Context: an optimization exercise on an open-source flow, tuned for small area, a short achievable clock period and few clock cycles. The choices shown serve that exercise and are no tape-out recipe.
At most, simulation tests tie the RTL to the original design; equivalence was not proved.
No activity file was given, so power comes from the tool's default toggle rates.

==> sierra <==
==> flow/design.v <==
module ppe_codec (
    input  wire        clk,
    input  wire        rst,
    input  wire        cmd_valid,
    output reg         cmd_ready,
    input  wire [3:0]  cmd_op,
    input  wire [7:0]  cmd_seqaddr,
    input  wire [7:0]  cmd_cmd,
    input  wire [10:0] cmd_len,
    input  wire        in_valid,
    output reg         in_ready,
    input  wire [7:0]  in_data,
    output reg         out_valid,
    input  wire        out_ready,
    output wire [7:0]  out_data,
    output reg         res_valid,
    input  wire        res_ready,
    output reg  [3:0]  res_err,
    output wire [15:0] res_crc,
    output wire [7:0]  res_start,
    output wire [7:0]  res_seqaddr,
    output wire [7:0]  res_flen
);
    localparam [3:0] ERR_NONE      = 4'h0;
    localparam [3:0] ERR_TRUNCATED = 4'h5;
    localparam [3:0] ERR_CHECKSUM  = 4'h6;
    localparam [3:0] ERR_TOO_LARGE = 4'h8;
    localparam [3:0] ERR_ILLEGAL   = 4'hF;
    localparam [3:0] F_IDLE  = 4'd0,
                     F_CIN   = 4'd1,    
                     F_CT    = 4'd2,    
                     F_EH0   = 4'd3,    
                     F_EH1   = 4'd4,    
                     F_EH2   = 4'd5,    
                     F_EH3   = 4'd6,    
                     F_EDATA = 4'd7,    
                     F_D0    = 4'd8,    
                     F_D1    = 4'd9,    
                     F_D2    = 4'd10,   
                     F_PAY   = 4'd11,   
                     F_CK0   = 4'd12,   
                     F_CK1   = 4'd13,   
                     F_SKIP  = 4'd14,   
                     F_DONE  = 4'd15;   
    localparam [1:0] T_IDLE = 2'd0, T_LO = 2'd1, T_HI = 2'd2, T_WAIT = 2'd3;
    reg [3:0]  fs;
    reg [1:0]  ts;
    reg        tcrc;       
    reg [10:0] rem;        
    reg [7:0]  pcnt;       
    reg [15:0] crc;
    reg        first;      
    reg [7:0]  start_b;
    reg [7:0]  seqaddr;
    reg [7:0]  flen;
    reg [7:0]  ob;         
    reg        obv;
    reg [7:0]  sk;         
    reg        skv;
    reg [3:0]  werr;
    reg        mlo;        
    reg        rkc;        
    reg        rkd;        
    assign out_data    = ob;
    assign res_crc     = crc;
    assign res_start   = start_b;
    assign res_seqaddr = seqaddr;
    assign res_flen    = flen;
    wire cmd_fire = cmd_valid & cmd_ready;
    wire in_fire  = in_valid & in_ready;
    wire out_fire = out_valid & out_ready;
    wire res_fire = res_valid & res_ready;
    wire [15:0] base   = first ? 16'hFFFF : crc;
    wire        hdr    = (fs == F_EH1) | (fs == F_EH2) | (fs == F_EH3);
    wire [7:0]  cbyte  = hdr ? sk : in_data;
    reg  [15:0] crc_next;
    integer     i;
    always @* begin
        crc_next = base ^ {cbyte, 8'h00};
        for (i = 0; i < 8; i = i + 1)
            crc_next = crc_next[15] ? ((crc_next << 1) ^ 16'h8005) : (crc_next << 1);
    end
    wire last   = (rem == 11'd1);
    wire obfree = ~obv | out_fire;
    wire tfree  = (ts == T_IDLE) | ((ts == T_WAIT) & out_fire);
    wire slot   = ~res_valid | res_ready;
    wire drained = ~skv & obfree;
    wire fe_can_raise = slot & (ts == T_IDLE) & drained;
    wire [10:0] rm3   = rem - 11'd3;
    wire        trunc = (rem < 11'd3) | (rm3 < {3'b000, in_data});
    wire        mhi   = (in_data == crc[15:8]);
    wire        ok    = mlo & mhi;
    wire cmd_zero = (cmd_len == 11'd0);
    wire cmd_big  = (|cmd_len[10:8]) | (&cmd_len[7:0]);
    reg [3:0]  fs_n;
    reg [1:0]  ts_n;
    reg        raise, raise_rkd, raise_rkc;
    reg [3:0]  raise_err;
    reg        ob_ld, ob_clr;
    reg [7:0]  ob_d;
    reg        sk_ld, sk_set, sk_clr;
    reg [7:0]  sk_d;
    reg        crc_step, crc_init;
    reg        fe_done;
    reg        tail_new;
    reg [3:0]  done_err;
    always @* begin
        fs_n      = fs;
        ts_n      = ts;
        raise     = 1'b0;
        raise_rkd = 1'b0;
        raise_rkc = 1'b0;
        raise_err = ERR_NONE;
        ob_ld     = 1'b0;
        ob_d      = 8'h00;
        ob_clr    = out_fire;
        sk_ld     = 1'b0;
        sk_set    = 1'b0;
        sk_clr    = 1'b0;
        sk_d      = in_data;
        crc_step  = 1'b0;
        crc_init  = 1'b0;
        fe_done   = 1'b0;
        done_err  = werr;
        tail_new  = 1'b0;
        if (skv & obfree) begin
            ob_ld  = 1'b1;
            ob_d   = sk;
            sk_clr = 1'b1;
        end
        case (ts)
            T_LO: if (~skv & obfree) begin
                ob_ld = 1'b1; ob_d = crc[7:0]; ts_n = T_HI;
            end
            T_HI: if (obfree) begin
                ob_ld = 1'b1; ob_d = crc[15:8]; ts_n = T_WAIT;
            end
            T_WAIT: if (out_fire) begin
                raise = 1'b1; raise_rkc = tcrc; ts_n = T_IDLE;
            end
            default: ;
        endcase
        case (fs)
            F_IDLE: if (cmd_fire) begin
                case (cmd_op)
                    4'h1: fs_n = cmd_zero ? F_CT : F_CIN;
                    4'h2: begin
                        if (cmd_big) fs_n = F_SKIP;
                        else if (obfree & tfree) begin
                            ob_ld = 1'b1; ob_d = 8'h7F; fs_n = F_EH1;
                        end else fs_n = F_EH0;
                    end
                    4'h3: fs_n = cmd_zero ? F_DONE : F_D0;
                    default: fs_n = cmd_zero ? F_DONE : F_SKIP;
                endcase
            end
            F_CIN: if (in_fire) begin
                crc_step = 1'b1;
                if (last) begin
                    if (obfree & tfree) begin
                        ob_ld = 1'b1; ob_d = crc_next[7:0]; ts_n = T_HI; tail_new = 1'b1;
                        fs_n = F_IDLE;
                    end else fs_n = F_CT;
                end
            end
            F_CT: if (ts == T_IDLE & ~(res_valid & (rkc | rkd))) begin
                crc_init = first;
                ts_n = T_LO; tail_new = 1'b1;
                fs_n = F_IDLE;
            end
            F_EH0: if (obfree & tfree) begin
                ob_ld = 1'b1; ob_d = 8'h7F; fs_n = F_EH1;
            end
            F_EH1, F_EH2, F_EH3: if (obfree) begin
                ob_ld = 1'b1; ob_d = sk; crc_step = 1'b1;
                sk_ld = 1'b1;
                sk_d  = (fs == F_EH1) ? (rem[7:0] + 8'd1) : pcnt;
                if (fs == F_EH1) fs_n = F_EH2;
                else if (fs == F_EH2) fs_n = F_EH3;
                else if (rem == 11'd0) begin
                    ts_n = T_LO; tail_new = 1'b1; fs_n = F_IDLE;
                end else fs_n = F_EDATA;
            end
            F_EDATA: if (in_fire) begin
                crc_step = 1'b1;
                if (obfree & ~skv) begin
                    ob_ld = 1'b1; ob_d = in_data;
                end else begin
                    sk_ld = 1'b1; sk_set = 1'b1;
                end
                if (last) begin
                    ts_n = T_LO; tail_new = 1'b1; fs_n = F_IDLE;
                end
            end
            F_D0: if (in_fire) begin
                if (last) begin fe_done = 1'b1; done_err = ERR_TRUNCATED; end
                else fs_n = F_D1;
            end
            F_D1: if (in_fire) begin
                crc_step = 1'b1;
                if (last) begin fe_done = 1'b1; done_err = ERR_TRUNCATED; end
                else fs_n = F_D2;
            end
            F_D2: if (in_fire) begin
                crc_step = 1'b1;
                if (last) begin fe_done = 1'b1; done_err = ERR_TRUNCATED; end
                else if (trunc) fs_n = F_SKIP;
                else if (in_data == 8'd0) fs_n = F_CK0;
                else fs_n = F_PAY;
            end
            F_PAY: if (in_fire) begin
                crc_step = 1'b1;
                if (obfree & ~skv) begin
                    ob_ld = 1'b1; ob_d = in_data;
                end else begin
                    sk_ld = 1'b1; sk_set = 1'b1;
                end
                if (pcnt == 8'd1) fs_n = F_CK0;
            end
            F_CK0: if (in_fire) fs_n = F_CK1;
            F_CK1: if (in_fire) begin
                if (last) begin fe_done = 1'b1; done_err = ok ? ERR_NONE : ERR_CHECKSUM; end
                else fs_n = F_SKIP;
            end
            F_SKIP: if (in_fire & last) fe_done = 1'b1;
            F_DONE: fe_done = 1'b1;
            default: ;
        endcase
        if (fe_done) begin
            if (fe_can_raise) begin
                raise = 1'b1; raise_err = done_err; raise_rkd = (done_err == ERR_NONE);
                fs_n = F_IDLE;
            end else fs_n = F_DONE;
        end
    end
    wire skv_n = sk_set | (skv & ~sk_clr);
    wire obv_n = ob_ld | (obv & ~ob_clr);
    wire rv_n  = raise | (res_valid & ~res_ready);
    wire rkc_n = raise ? raise_rkc : rkc;
    wire rkd_n = raise ? raise_rkd : rkd;
    wire tcrc_n = tail_new ? ((fs == F_CIN) | (fs == F_CT)) : tcrc;
    wire hold_crc_n = (ts_n == T_LO) | (ts_n == T_HI) | ((ts_n == T_WAIT) & tcrc_n) |
                      (rv_n & (rkc_n | rkd_n));
    wire hold_dec_n = rv_n & rkd_n;
    reg ir_n;
    always @* begin
        case (fs_n)
            F_CIN, F_D1, F_D2, F_CK0, F_CK1: ir_n = ~hold_crc_n;
            F_D0:                            ir_n = ~hold_dec_n;
            F_PAY, F_EDATA:                  ir_n = ~hold_crc_n & ~skv_n &
                                                    ((ts_n == T_IDLE) | (ts_n == T_WAIT));
            F_SKIP:                          ir_n = 1'b1;
            default:                         ir_n = 1'b0;
        endcase
    end
    always @(posedge clk) begin
        if (rst) begin
            fs        <= F_IDLE;
            ts        <= T_IDLE;
            obv       <= 1'b0;
            skv       <= 1'b0;
            res_valid <= 1'b0;
            out_valid <= 1'b0;
            in_ready  <= 1'b0;
            cmd_ready <= 1'b1;
            rkc       <= 1'b0;
            rkd       <= 1'b0;
        end else begin
            fs        <= fs_n;
            ts        <= ts_n;
            obv       <= obv_n;
            skv       <= skv_n;
            res_valid <= rv_n;
            out_valid <= obv_n & ~rv_n;
            in_ready  <= ir_n;
            cmd_ready <= (fs_n == F_IDLE) & ~skv_n;
            rkc       <= rkc_n;
            rkd       <= rkd_n;
        end
    end
    always @(posedge clk) begin
        tcrc <= tcrc_n;
        if (ob_ld) ob <= ob_d;
        if (sk_ld) sk <= sk_d;
        if (raise) res_err <= raise_err;
        if (crc_step) crc <= crc_next;
        else if (crc_init) crc <= 16'hFFFF;
        if (cmd_fire) first <= 1'b1;
        else if (crc_step) first <= 1'b0;
        if (cmd_fire) begin
            rem <= cmd_len;
            werr <= (cmd_op == 4'h2) ? ERR_TOO_LARGE :
                    (cmd_op == 4'h1) ? ERR_NONE :
                    (cmd_op == 4'h3) ? (cmd_zero ? ERR_TRUNCATED : ERR_NONE) : ERR_ILLEGAL;
            if (cmd_op == 4'h2) begin
                sk   <= cmd_seqaddr;
                pcnt <= cmd_cmd;
            end
        end else if (in_fire) begin
            rem <= rem - 11'd1;
        end
        if (fe_done) werr <= done_err;
        if (in_fire) begin
            case (fs)
                F_D0: start_b <= in_data;
                F_D1: seqaddr <= in_data;
                F_D2: begin flen <= in_data; pcnt <= in_data;
                            if (trunc) werr <= ERR_TRUNCATED; end
                F_PAY: pcnt <= pcnt - 8'd1;
                F_CK0: mlo <= (in_data == crc[7:0]);
                F_CK1: werr <= ok ? ERR_NONE : ERR_CHECKSUM;
                default: ;
            endcase
        end
    end
endmodule
==> flow/run.sh <==
#!/bin/bash
# synth_recipe.tcl (not shown) runs the flow's synth.tcl, then flattens the netlist and writes it again
# the make line also repeats each setting of config.mk as NAME=value (left out here)
make -C /OpenROAD-flow-scripts/flow DESIGN_CONFIG=/design/flow/config.mk WORK_HOME=/design/flow/orfs CLKGATE_MAP_FILE= SYNTH_SCRIPT=/design/flow/synth_recipe.tcl finish
==> flow/config.mk <==
export PLATFORM = sky130hd
export DESIGN_NAME = ppe_codec
export DESIGN_NICKNAME = ppe_codec
export VERILOG_FILES = /design/flow/design.v
export SDC_FILE = /design/flow/constraint.sdc
export NUM_CORES = 4
export LEC_CHECK = 0
export CAP_MARGIN = 20
export CORE_MARGIN = 2
export CORE_UTILIZATION = 40
export SETUP_SLACK_MARGIN = 2.5
export SLEW_MARGIN = 20
==> flow/constraint.sdc <==
create_clock -name core_clock -period 4.5 [get_ports {clk}]
set_input_delay 0.9000 -clock core_clock [delete_from_list [all_inputs] [get_ports {clk}]]
set_output_delay 0.9000 -clock core_clock [all_outputs]
set_load 0.01 [all_outputs]
==> inputs of maple, as changes to sierra <==
==> flow/design.v, changed modules only <==
module ppe_codec (
    input  wire        clk,
    input  wire        rst,
    input  wire        cmd_valid,
    output reg         cmd_ready,
    input  wire [3:0]  cmd_op,
    input  wire [7:0]  cmd_seqaddr,
    input  wire [7:0]  cmd_cmd,
    input  wire [10:0] cmd_len,
    input  wire        in_valid,
    output reg         in_ready,
    input  wire [7:0]  in_data,
    output reg         out_valid,
    input  wire        out_ready,
    output wire [7:0]  out_data,
    output reg         res_valid,
    input  wire        res_ready,
    output reg  [3:0]  res_err,
    output wire [15:0] res_crc,
    output wire [7:0]  res_start,
    output wire [7:0]  res_seqaddr,
    output wire [7:0]  res_flen
);
    localparam [3:0] ERR_NONE      = 4'h0;
    localparam [3:0] ERR_TRUNCATED = 4'h5;
    localparam [3:0] ERR_CHECKSUM  = 4'h6;
    localparam [3:0] ERR_TOO_LARGE = 4'h8;
    localparam [3:0] ERR_ILLEGAL   = 4'hF;
    localparam [3:0] F_IDLE  = 4'd0,
                     F_CIN   = 4'd1,    
                     F_CT    = 4'd2,    
                     F_EH0   = 4'd3,    
                     F_EH1   = 4'd4,    
                     F_EH2   = 4'd5,    
                     F_EH3   = 4'd6,    
                     F_EDATA = 4'd7,    
                     F_D0    = 4'd8,    
                     F_D1    = 4'd9,    
                     F_D2    = 4'd10,   
                     F_PAY   = 4'd11,   
                     F_CK0   = 4'd12,   
                     F_CK1   = 4'd13,   
                     F_SKIP  = 4'd14,   
                     F_DONE  = 4'd15;   
    localparam [1:0] T_IDLE = 2'd0, T_LO = 2'd1, T_HI = 2'd2, T_WAIT = 2'd3;
    reg [3:0]  fs;
    reg [1:0]  ts;
    reg        tcrc;       
    reg [10:0] rem;        
    reg        lst;        
    reg        zr;         
    reg [7:0]  pcnt;       
    reg        plst;       
    reg        nneg;       
    reg        nbig;       
    reg [15:0] crc;
    reg        first;      
    reg [7:0]  start_b;
    reg [7:0]  seqaddr;
    reg [7:0]  flen;
    reg [7:0]  ob;         
    reg        obv;
    reg [7:0]  sk;         
    reg        skv;
    reg [3:0]  werr;
    reg        mlo;        
    reg        rkc;        
    reg        rkd;        
    assign out_data    = ob;
    assign res_crc     = crc;
    assign res_start   = start_b;
    assign res_seqaddr = seqaddr;
    assign res_flen    = flen;
    wire cmd_fire = cmd_valid & cmd_ready;
    wire in_fire  = in_valid & in_ready;
    wire out_fire = out_valid & out_ready;
    wire [15:0] base   = first ? 16'hFFFF : crc;
    wire        hdr    = (fs == F_EH1) | (fs == F_EH2) | (fs == F_EH3);
    wire [7:0]  cbyte  = hdr ? sk : in_data;
    reg  [15:0] crc_next;
    integer     i;
    always @* begin
        crc_next = base ^ {cbyte, 8'h00};
        for (i = 0; i < 8; i = i + 1)
            crc_next = crc_next[15] ? ((crc_next << 1) ^ 16'h8005) : (crc_next << 1);
    end
    wire obfree  = ~obv | out_fire;
    wire tfree   = (ts == T_IDLE) | ((ts == T_WAIT) & out_fire);
    wire slot    = ~res_valid | res_ready;
    wire drained = ~skv & obfree;
    wire fe_can_raise = slot & (ts == T_IDLE) & drained;
    wire trunc = nneg | (~nbig & (pcnt < in_data));
    wire mhi   = (in_data == crc[15:8]);
    wire ok    = mlo & mhi;
    wire cmd_zero = (cmd_len == 11'd0);
    wire cmd_one  = (cmd_len == 11'd1);
    wire cmd_big  = (|cmd_len[10:8]) | (&cmd_len[7:0]);
    wire [10:0] rem_m4 = rem - 11'd4;
    reg [3:0]  fs_n;
    reg [1:0]  ts_n;
    reg        raise, raise_rkd, raise_rkc;
    reg [3:0]  raise_err;
    reg        ob_ld;
    reg [7:0]  ob_d;
    reg        sk_ld, sk_set, sk_clr;
    reg [7:0]  sk_d;
    reg        crc_step, crc_init;
    reg        fe_done;
    reg [3:0]  done_err;
    reg        tail_new;
    reg        fl_hi;      
    always @* begin
        fs_n      = fs;
        ts_n      = ts;
        raise     = 1'b0;
        raise_rkd = 1'b0;
        raise_rkc = 1'b0;
        raise_err = ERR_NONE;
        ob_ld     = 1'b0;
        ob_d      = 8'h00;
        sk_ld     = 1'b0;
        sk_set    = 1'b0;
        sk_clr    = 1'b0;
        sk_d      = in_data;
        crc_step  = 1'b0;
        crc_init  = 1'b0;
        fe_done   = 1'b0;
        done_err  = werr;
        tail_new  = 1'b0;
        fl_hi     = 1'b0;
        if (skv & obfree) begin
            ob_ld  = 1'b1;
            ob_d   = sk;
            sk_clr = 1'b1;
        end
        case (ts)
            T_LO: if (~skv & obfree) begin
                ob_ld = 1'b1; ob_d = crc[7:0]; ts_n = T_HI; fl_hi = 1'b1;
            end
            T_HI: if (obfree) begin
                ob_ld = 1'b1; ob_d = flen; ts_n = T_WAIT;
            end
            T_WAIT: if (out_fire) begin
                raise = 1'b1; raise_rkc = tcrc; ts_n = T_IDLE;
            end
            default: ;
        endcase
        case (fs)
            F_IDLE: if (cmd_fire) begin
                case (cmd_op)
                    4'h1: fs_n = cmd_zero ? F_CT : F_CIN;
                    4'h2: begin
                        if (cmd_big) fs_n = F_SKIP;
                        else if (obfree & tfree) begin
                            ob_ld = 1'b1; ob_d = 8'h7F; fs_n = F_EH1;
                        end else fs_n = F_EH0;
                    end
                    4'h3: fs_n = cmd_zero ? F_DONE : F_D0;
                    default: fs_n = cmd_zero ? F_DONE : F_SKIP;
                endcase
            end
            F_CIN: if (in_fire) begin
                crc_step = 1'b1;
                if (lst) begin
                    if (obfree & tfree) begin
                        ob_ld = 1'b1; ob_d = crc_next[7:0]; ts_n = T_HI; tail_new = 1'b1;
                        fl_hi = 1'b1;
                        fs_n = F_IDLE;
                    end else fs_n = F_CT;
                end
            end
            F_CT: if (ts == T_IDLE & ~(res_valid & (rkc | rkd))) begin
                crc_init = first;
                ts_n = T_LO; tail_new = 1'b1;
                fs_n = F_IDLE;
            end
            F_EH0: if (obfree & tfree) begin
                ob_ld = 1'b1; ob_d = 8'h7F; fs_n = F_EH1;
            end
            F_EH1, F_EH2, F_EH3: if (obfree) begin
                ob_ld = 1'b1; ob_d = sk; crc_step = 1'b1;
                sk_ld = 1'b1;
                sk_d  = (fs == F_EH1) ? (rem[7:0] + 8'd1) : pcnt;
                if (fs == F_EH1) fs_n = F_EH2;
                else if (fs == F_EH2) fs_n = F_EH3;
                else if (zr) begin
                    ts_n = T_LO; tail_new = 1'b1; fs_n = F_IDLE;
                end else fs_n = F_EDATA;
            end
            F_EDATA: if (in_fire) begin
                crc_step = 1'b1;
                if (obfree & ~skv) begin
                    ob_ld = 1'b1; ob_d = in_data;
                end else begin
                    sk_ld = 1'b1; sk_set = 1'b1;
                end
                if (lst) begin
                    ts_n = T_LO; tail_new = 1'b1; fs_n = F_IDLE;
                end
            end
            F_D0: if (in_fire) begin
                if (lst) begin fe_done = 1'b1; done_err = ERR_TRUNCATED; end
                else fs_n = F_D1;
            end
            F_D1: if (in_fire) begin
                crc_step = 1'b1;
                if (lst) begin fe_done = 1'b1; done_err = ERR_TRUNCATED; end
                else fs_n = F_D2;
            end
            F_D2: if (in_fire) begin
                crc_step = 1'b1;
                if (lst) begin fe_done = 1'b1; done_err = ERR_TRUNCATED; end
                else if (trunc) fs_n = F_SKIP;
                else if (in_data == 8'd0) fs_n = F_CK0;
                else fs_n = F_PAY;
            end
            F_PAY: if (in_fire) begin
                crc_step = 1'b1;
                if (obfree & ~skv) begin
                    ob_ld = 1'b1; ob_d = in_data;
                end else begin
                    sk_ld = 1'b1; sk_set = 1'b1;
                end
                if (plst) fs_n = F_CK0;
            end
            F_CK0: if (in_fire) fs_n = F_CK1;
            F_CK1: if (in_fire) begin
                if (lst) begin fe_done = 1'b1; done_err = ok ? ERR_NONE : ERR_CHECKSUM; end
                else fs_n = F_SKIP;
            end
            F_SKIP: if (in_fire & lst) fe_done = 1'b1;
            F_DONE: fe_done = 1'b1;
            default: ;
        endcase
        if (fe_done) begin
            if (fe_can_raise) begin
                raise = 1'b1; raise_err = done_err; raise_rkd = (done_err == ERR_NONE);
                fs_n = F_IDLE;
            end else fs_n = F_DONE;
        end
    end
    wire skv_n  = sk_set | (skv & ~sk_clr);
    wire obv_n  = ob_ld | (obv & ~out_fire);
    wire rv_n   = raise | (res_valid & ~res_ready);
    wire rkc_n  = raise ? raise_rkc : rkc;
    wire rkd_n  = raise ? raise_rkd : rkd;
    wire tcrc_n = tail_new ? ((fs == F_CIN) | (fs == F_CT)) : tcrc;
    wire rhold      = res_valid & ~res_ready;
    wire hold_crc_n = (ts == T_LO) | ((ts != T_IDLE) & tcrc) | (rhold & (rkc | rkd));
    wire hold_dec_n = rhold & rkd;
    wire hold_fl    = (ts == T_LO) | (ts == T_HI);
    wire fin = in_fire & lst;
    reg ir_n, cr_n;
    always @* begin
        ir_n = 1'b0;
        cr_n = 1'b0;
        case (fs)
            F_IDLE: begin
                cr_n = ~cmd_fire & ~skv_n;
                if (cmd_fire & ~cmd_zero)
                    case (cmd_op)
                        4'h1: ir_n = ~hold_crc_n;
                        4'h2: ir_n = cmd_big;
                        4'h3: ir_n = ~hold_dec_n;
                        default: ir_n = 1'b1;
                    endcase
            end
            F_CIN: begin
                ir_n = ~fin & ~hold_crc_n;
                cr_n = fin & obfree & tfree;
            end
            F_CT:  cr_n = (ts == T_IDLE) & ~(res_valid & (rkc | rkd));
            F_EH3: begin
                ir_n = obfree & ~zr;
                cr_n = obfree & zr;
            end
            F_EDATA: begin
                ir_n = ~fin & ~skv_n;
                cr_n = fin & ~skv_n;
            end
            F_D0: begin
                ir_n = in_fire ? (~lst & ~hold_crc_n) : ~hold_dec_n;
                cr_n = fin & fe_can_raise;
            end
            F_D1: begin
                ir_n = in_fire ? (~lst & ~hold_crc_n & ~hold_fl) : ~hold_crc_n;
                cr_n = fin & fe_can_raise;
            end
            F_D2: begin
                ir_n = in_fire ? ~lst : (~hold_crc_n & ~hold_fl);
                cr_n = fin & fe_can_raise;
            end
            F_CK0: ir_n = 1'b1;
            F_PAY:  ir_n = (in_fire & plst) | ~skv_n;
            F_CK1, F_SKIP: begin
                ir_n = ~fin;
                cr_n = fin & fe_can_raise;
            end
            F_DONE: cr_n = fe_can_raise;
            default: ;
        endcase
    end
    always @(posedge clk) begin
        if (rst) begin
            fs        <= F_IDLE;
            ts        <= T_IDLE;
            obv       <= 1'b0;
            skv       <= 1'b0;
            res_valid <= 1'b0;
            out_valid <= 1'b0;
            in_ready  <= 1'b0;
            cmd_ready <= 1'b1;
            rkc       <= 1'b0;
            rkd       <= 1'b0;
        end else begin
            fs        <= fs_n;
            ts        <= ts_n;
            obv       <= obv_n;
            skv       <= skv_n;
            res_valid <= rv_n;
            out_valid <= obv_n & ~rv_n;
            in_ready  <= ir_n;
            cmd_ready <= cr_n;
            rkc       <= rkc_n;
            rkd       <= rkd_n;
        end
    end
    always @(posedge clk) begin
        tcrc <= tcrc_n;
        if (ob_ld) ob <= ob_d;
        if (sk_ld) sk <= sk_d;
        if (raise) res_err <= raise_err;
        if (crc_step) crc <= crc_next;
        else if (crc_init) crc <= 16'hFFFF;
        if (cmd_fire) first <= 1'b1;
        else if (crc_step) first <= 1'b0;
        if (cmd_fire) begin
            rem  <= cmd_len;
            lst  <= cmd_one;
            zr   <= cmd_zero;
            werr <= (cmd_op == 4'h2) ? ERR_TOO_LARGE :
                    (cmd_op == 4'h1) ? ERR_NONE :
                    (cmd_op == 4'h3) ? (cmd_zero ? ERR_TRUNCATED : ERR_NONE) : ERR_ILLEGAL;
            if (cmd_op == 4'h2) begin
                sk   <= cmd_seqaddr;
                pcnt <= cmd_cmd;
            end
        end else if (in_fire) begin
            rem <= rem - 11'd1;
            lst <= (rem == 11'd2);
        end
        if (fe_done) werr <= done_err;
        if (fl_hi) flen <= (ts == T_LO) ? crc[15:8] : crc_next[15:8];
        else if (in_fire & (fs == F_D2)) flen <= in_data;
        if (in_fire) begin
            case (fs)
                F_D0: start_b <= in_data;
                F_D1: begin
                    seqaddr <= in_data;
                    pcnt    <= rem_m4[7:0];
                    nneg    <= rem_m4[10];
                    nbig    <= ~rem_m4[10] & (|rem_m4[9:8]);
                end
                F_D2: begin
                    pcnt <= in_data;
                    plst <= (in_data == 8'd1);
                    if (trunc) werr <= ERR_TRUNCATED;
                end
                F_PAY: begin
                    pcnt <= pcnt - 8'd1;
                    plst <= (pcnt == 8'd2);
                end
                F_CK0: mlo <= (in_data == crc[7:0]);
                F_CK1: werr <= ok ? ERR_NONE : ERR_CHECKSUM;
                default: ;
            endcase
        end
    end
endmodule
--- a/flow/config.mk
+++ b/flow/config.mk
@@ -10,3 +10,3 @@
 export CORE_UTILIZATION = 40
-export SETUP_SLACK_MARGIN = 2.5
+export SETUP_SLACK_MARGIN = 1.8
 export SLEW_MARGIN = 20
==> inputs of raven, as changes to sierra <==
--- a/flow/config.mk
+++ b/flow/config.mk
@@ -10,3 +10,2 @@
 export CORE_UTILIZATION = 40
-export SETUP_SLACK_MARGIN = 2.5
 export SLEW_MARGIN = 20
==> run summary <==
quantity	maple	sierra	raven
Outcome	finished clean	finished clean	finished clean
Final non-filler cell total	1224	1294	1139
Setup slack of the critical path after layout	1.88 ns	1.10 ns	0.698 ns
Tap cell instance count	229	225	225
Transition at the pin with the smallest max-transition slack	0.775 ns	0.795 ns	0.811 ns
Nonclk buf count	166	285	130
Power density normalized to cell area	600 nW/um^2	612 nW/um^2	604 nW/um^2
Met1 routed wirelength after detailed routing	10.8 mm	11.3 mm	10.4 mm
GRT Total Usage	25.4%	29.5%	24.7%
Startpoint of the most critical hold path	rkc	rkc	rkc
Clock buffer count in the final layout	10	9	9
Die span in y	140 um	137 um	137 um
Data arrival time of the critical path	2.88 ns	3.65 ns	4.05 ns
Combinational share of power	55.0%	63.0%	53.6%
Number of antenna violations at the first check in global routing	1	0	0
Share of cell area taken by multi-input logic gates	48.0%	45.6%	47.8%
Number of distinct standard cells referenced by the synthesized netlist	76	89	89
Area fraction of the dominant cell type after synthesis	28.3%	27.1%	27.1%
Standard cell area after detailed placement	8700 sq um	8550 sq um	8390 sq um
Final clock period utilization by the worst path	58.3%	75.5%	84.5%
Testbench counts of sierra, summed over its fixed seeds: cycles 47,425.
Testbench counts of raven, summed over its fixed seeds: cycles 47,425.
Only the layout flow was run in maple; the RTL was not checked for function there.

[separate check: timing with driven ports]
Ports are ideal in the flow. The routed layouts listed here were re-timed in OpenROAD. Step 1 assumes that a clkbuf_16 drives the clock port and a buf_2 every other input. Step 2 times the ports against the registers' clock, not the clock port: input delays grow and output delays shrink by t, the midpoint of the rising clock arrivals with the driver on. Three values: no drivers, after step 1, after step 2; two values: the first two.
run | shift t [ns] | setup WS [ns] | worst setup path after step 2 | clock arrival spread, ns
sierra | 0.405 | 1.101 / 1.101 / 1.018 | input to register | 0.019 / 0.019
maple | 0.400 | 1.877 / 1.897 / 1.497 | input to register | 0.009 / 0.010
raven | 0.404 | 0.698 / 0.698 / 0.521 | input to register | 0.010 / 0.010
After both steps setup and hold are still met in every run listed. For maple, which loses most, drivers alone change the setup slack by +0.020 ns; drivers and shift together by -0.380 ns.
